Background: an optimization exercise with open tools, aiming at small area, a short achievable clock period and few clock cycles per item. Do not read the settings as production practice. RTL that was checked went through simulation tests only; none was proved equivalent to the original.

== main ==
// vrm_alu
module vrm_alu (
    input  wire        clk,
    input  wire        rst,         
    input  wire        in_valid,
    output wire        in_ready,
    input  wire [2:0]  op,          
    input  wire [39:0] tmp,         
    input  wire [39:0] mem,         
    output reg         out_valid,
    output reg  [39:0] res,         
    output reg  [1:0]  status,      
    output reg  [1:0]  cmp          
);
export LEC_CHECK = 0
export ABC_AREA = 1
export CAP_MARGIN = 20
export CORE_MARGIN = 2
export CORE_UTILIZATION = 40
export SLEW_MARGIN = 20
create_clock -name core_clock -period 12.0 [get_ports {clk}]
standard.sh (not shown) runs the stock make flow with config.mk's settings and CLKGATE_MAP_FILE= SYNTH_SCRIPT=/design/flow/synth_recipe.tcl, a recipe that flattens the netlist after the stock synthesis.
==> flow/flow/run.sh <==
#!/bin/bash
set -euo pipefail
bash standard.sh SETUP_SLACK_MARGIN=6 MATCH_CELL_FOOTPRINT=0 "BUFFER_PORTS_ARGS=-buffer_cell sky130_fd_sc_hd__buf_2" finish > standard_make.log 2>&1
Testbench counts of main, summed over its fixed seeds: cycles 8,499, ops 4,800.
The inputs of the feature branch differ from those of main as listed below.
Settings: CTS_BUF_LIST now sky130_fd_sc_hd__clkbuf_8, previously not set.
==> flow/flow/run.sh <==
#!/bin/bash
set -euo pipefail
bash standard.sh SETUP_SLACK_MARGIN=6 "BUFFER_PORTS_ARGS=-buffer_cell sky130_fd_sc_hd__buf_2" finish > standard_make.log 2>&1
Setup WNS main -> the feature branch: worse
The feature branch ends up with a final cycle utilization of the critical path that is 0.65 points higher than in main.

========
vrm_alu, a different RTL version from the one above (not shown whole).
Size in the first run: roughly 120 flip-flops, ~15,000 µm² of cells after synthesis.
==> flow/config.mk <==
export PLATFORM = sky130hd
export DESIGN_NAME = vrm_alu
export DESIGN_NICKNAME = vrm_alu
export VERILOG_FILES = /design/flow/design.v
export SDC_FILE = /design/flow/constraint.sdc
export NUM_CORES = 4
export LEC_CHECK = 0
export CAP_MARGIN = 20
export CORE_MARGIN = 2
export CORE_UTILIZATION = 40
export SETUP_SLACK_MARGIN = 5
export SLEW_MARGIN = 20
==> flow/constraint.sdc <==
create_clock -name core_clock -period 12.0 [get_ports {clk}]
set_input_delay 2.4000 -clock core_clock [delete_from_list [all_inputs] [get_ports {clk}]]
set_output_delay 2.4000 -clock core_clock [all_outputs]
set_load 0.01 [all_outputs]
run.sh (not shown) runs the stock make flow with config.mk's settings and CLKGATE_MAP_FILE= SYNTH_SCRIPT=/design/flow/synth_recipe.tcl, a recipe that flattens the netlist after the stock synthesis.
Stock flow here: none of the scripts above is used.
Change:
Settings changed: SETUP_SLACK_MARGIN 5 to unset.
Result: The changed run ran to the end with no violations. Design area went down by about 1.2%. Critical path depth went down by 1. Wire length went down by about 1%.
No run of this note included a check of the RTL's function; only the layout flow was run.

========
Setup of ember:
Another version of the RTL of vrm_alu (not shown whole).
Size: about 2,300 cells after synthesis, about 130 I/O pins.
export LEC_CHECK = 0
export ABC_AREA = 1
export CAP_MARGIN = 20
export CORE_MARGIN = 2
export CORE_UTILIZATION = 40
export SETUP_SLACK_MARGIN = 5
export SLEW_MARGIN = 20
create_clock -name core_clock -period 12.0 [get_ports {clk}]
ember: no failed stages, no open violations at the end
Testbench counts of ember, summed over its fixed seeds: cycles 8,499, ops 4,800.
Inputs modified between ember and zinc:
- clearing SETUP_SLACK_MARGIN, which used to be 5
- clearing ABC_AREA, which used to be 1
==> flow/flow/run.sh (new file) <==
#!/bin/bash
set -euo pipefail
bash standard.sh SETUP_SLACK_MARGIN=6 finish > standard_make.log 2>&1
==> flow/standard.sh (new file) <==
#!/bin/bash
# synth_recipe.tcl (not shown) runs the flow's synth.tcl, then flattens the netlist and writes it again
# the make line also repeats each setting of config.mk as NAME=value (left out here)
make -C /OpenROAD-flow-scripts/flow DESIGN_CONFIG=/design/flow/config.mk WORK_HOME=/design/flow/orfs CLKGATE_MAP_FILE= SYNTH_SCRIPT=/design/flow/synth_recipe.tcl "${@:-finish}"
removed: flow/run.sh
==> run notes <==
zinc finished every step from synthesis to the final layout, and the layout passed the timing, DRC and antenna checks.
Compared with ember, in zinc slew of the pin with the lowest slew margin now sits lower; count of buffer and inverter cells on the critical path dropped 4; combined global-route utilization of all metal layers shows an increase of 2.2 points.

========
Setup of red:
Starting RTL as in the previous note.
Design vrm_alu, start of the top module:
module vrm_alu (
    input  wire        clk,
    input  wire        rst,         
    input  wire        in_valid,
    output wire        in_ready,
    input  wire [2:0]  op,          
    input  wire [39:0] tmp,         
    input  wire [39:0] mem,         
    output reg         out_valid,
    output reg  [39:0] res,         
    output reg  [1:0]  status,      
    output reg  [1:0]  cmp          
);
    localparam OP_AD = 3'd0;
    localparam OP_SB = 3'd1;
    localparam OP_ML = 3'd2;
    localparam OP_MD = 3'd3;
    localparam OP_DV = 3'd4;
    localparam OP_CP = 3'd5;
    localparam ST_OK     = 2'd0;
    localparam ST_OVF    = 2'd1;
    localparam ST_NONNUM = 2'd2;
    localparam C_EQUAL = 2'd0;
    localparam C_LESS  = 2'd1;
    localparam C_MORE  = 2'd2;
    function is_digit(input [7:0] ch);
        is_digit = ~ch[7] & ~ch[6] & ch[5] & ch[4] & (~ch[3] | (~ch[2] & ~ch[1]));
    endfunction
  ...
clock: 12.0 ns
lec_check: 0
abc_area: 1
cap_margin: 20
core_margin: 2
core_utilization: 40
slew_margin: 20
standard.sh (not shown) runs the stock make flow with config.mk's settings and CLKGATE_MAP_FILE= SYNTH_SCRIPT=/design/flow/synth_recipe.tcl, a recipe that flattens the netlist after the stock synthesis.
==> flow/flow/run.sh <==
#!/bin/bash
set -euo pipefail
bash standard.sh SETUP_SLACK_MARGIN=6 finish > standard_make.log 2>&1
Testbench counts of red, summed over its fixed seeds: cycles 8,499, ops 4,800.
## Diff of input files: blue against red
- SETUP_SLACK_MARGIN newly set to 5
- ABC_AREA removed (was 1)
==> flow/run.sh (new file) <==
#!/bin/bash
# synth_recipe.tcl (not shown) runs the flow's synth.tcl, then flattens the netlist and writes it again
# the make line also repeats each setting of config.mk as NAME=value (left out here)
make -C /OpenROAD-flow-scripts/flow DESIGN_CONFIG=/design/flow/config.mk WORK_HOME=/design/flow/orfs CLKGATE_MAP_FILE= SYNTH_SCRIPT=/design/flow/synth_recipe.tcl finish
removed: flow/flow/run.sh
removed: flow/standard.sh
--- outcome ---
- red | status: complete | timing, DRC, antenna: pass
- blue has completed all stages; timing, DRC and antenna checks passed.
- Compared to red, blue shows a narrower setup margin.
- Number of distinct library cells after synthesis came out higher on blue than on red.
- blue against red: synthesized cell count fell by 10%, fraction of met1 tracks used by global routing fell by 0.18 points, overall die area rose by 7.0%.

========
RTL: one of the versions met above, not the one the previous note started from.
For scale: ~14000 um^2 of cells after synthesis.
export LEC_CHECK = 0
export ABC_AREA = 1
export CAP_MARGIN = 20
export CORE_MARGIN = 2
export CORE_UTILIZATION = 40
export SLEW_MARGIN = 20
create_clock -name core_clock -period 12.0 [get_ports {clk}]
==> flow/flow/run.sh <==
#!/bin/bash
set -euo pipefail
bash standard.sh SETUP_SLACK_MARGIN=6 "BUFFER_PORTS_ARGS=-buffer_cell sky130_fd_sc_hd__buf_2" finish > standard_make.log 2>&1
The starting point completed without violations.
Testbench counts at the start, summed over its fixed seeds: cycles 8,499, ops 4,800.
Next try:
==> flow/flow/run.sh (replaced) <==
#!/bin/bash
set -euo pipefail
bash standard.sh SETUP_SLACK_MARGIN=6.5 "BUFFER_PORTS_ARGS=-buffer_cell sky130_fd_sc_hd__buf_2" finish > standard_make.log 2>&1
Effect: Critical path depth drops by 6; worst setup slack gets better by 0.16 ns; design area came out higher by a few percent.

==> afterwards: timing with drivers on the ports <==
In the flow no input, the clock included, has a driving cell. The finished layouts below were timed again as built, in two steps.
Step 1 (the two cells are an assumption about what drives the block):
set clk [get_ports {clk}]
set_driving_cell -lib_cell sky130_fd_sc_hd__clkbuf_16 $clk
set_driving_cell -lib_cell sky130_fd_sc_hd__buf_2 [delete_from_list [all_inputs] $clk]
Step 2 times the ports against the registers' clock, not the clock port: input delays grow and output delays shrink by t, the midpoint of the rising clock arrivals with the driver on.
Slacks: no drivers / after step 1 / after step 2; pairs: no drivers / after step 1.
run | t (ns) | slack for setup (ns) | worst slew at a driven data input, ns | cell pins on the clock port's net
main | 0.474 | 6.242 / 6.242 / 5.950 | 0.04 | 1
the feature branch | 0.508 | 6.164 / 6.164 / 5.957 | 0.04 | 1
the first run of note 2 | 0.471 | 5.308 / 5.308 / 5.187 | 0.05 | 1
the second run of note 2 | 0.472 | 3.823 / 3.823 / 3.823 | 0.05 | 1
ember | 0.481 | 5.498 / 5.498 / 5.498 | 0.05 | 1
zinc | 0.476 | 6.021 / 6.021 / 5.715 | 0.05 | 1
red | 0.485 | 6.022 / 6.048 / 5.562 | 0.05 | 1
blue | 0.472 | 5.198 / 5.198 / 5.028 | 0.05 | 1
the first run of note 5 | 0.474 | 6.242 / 6.242 / 5.950 | 0.04 | 1
the second run of note 5 | 0.463 | 6.404 / 6.404 / 6.325 | 0.04 | 1
After both steps setup and hold are still met in every run listed. The setup slack of red, which loses most, moves by +0.026 ns with the drivers and by -0.460 ns with both steps.
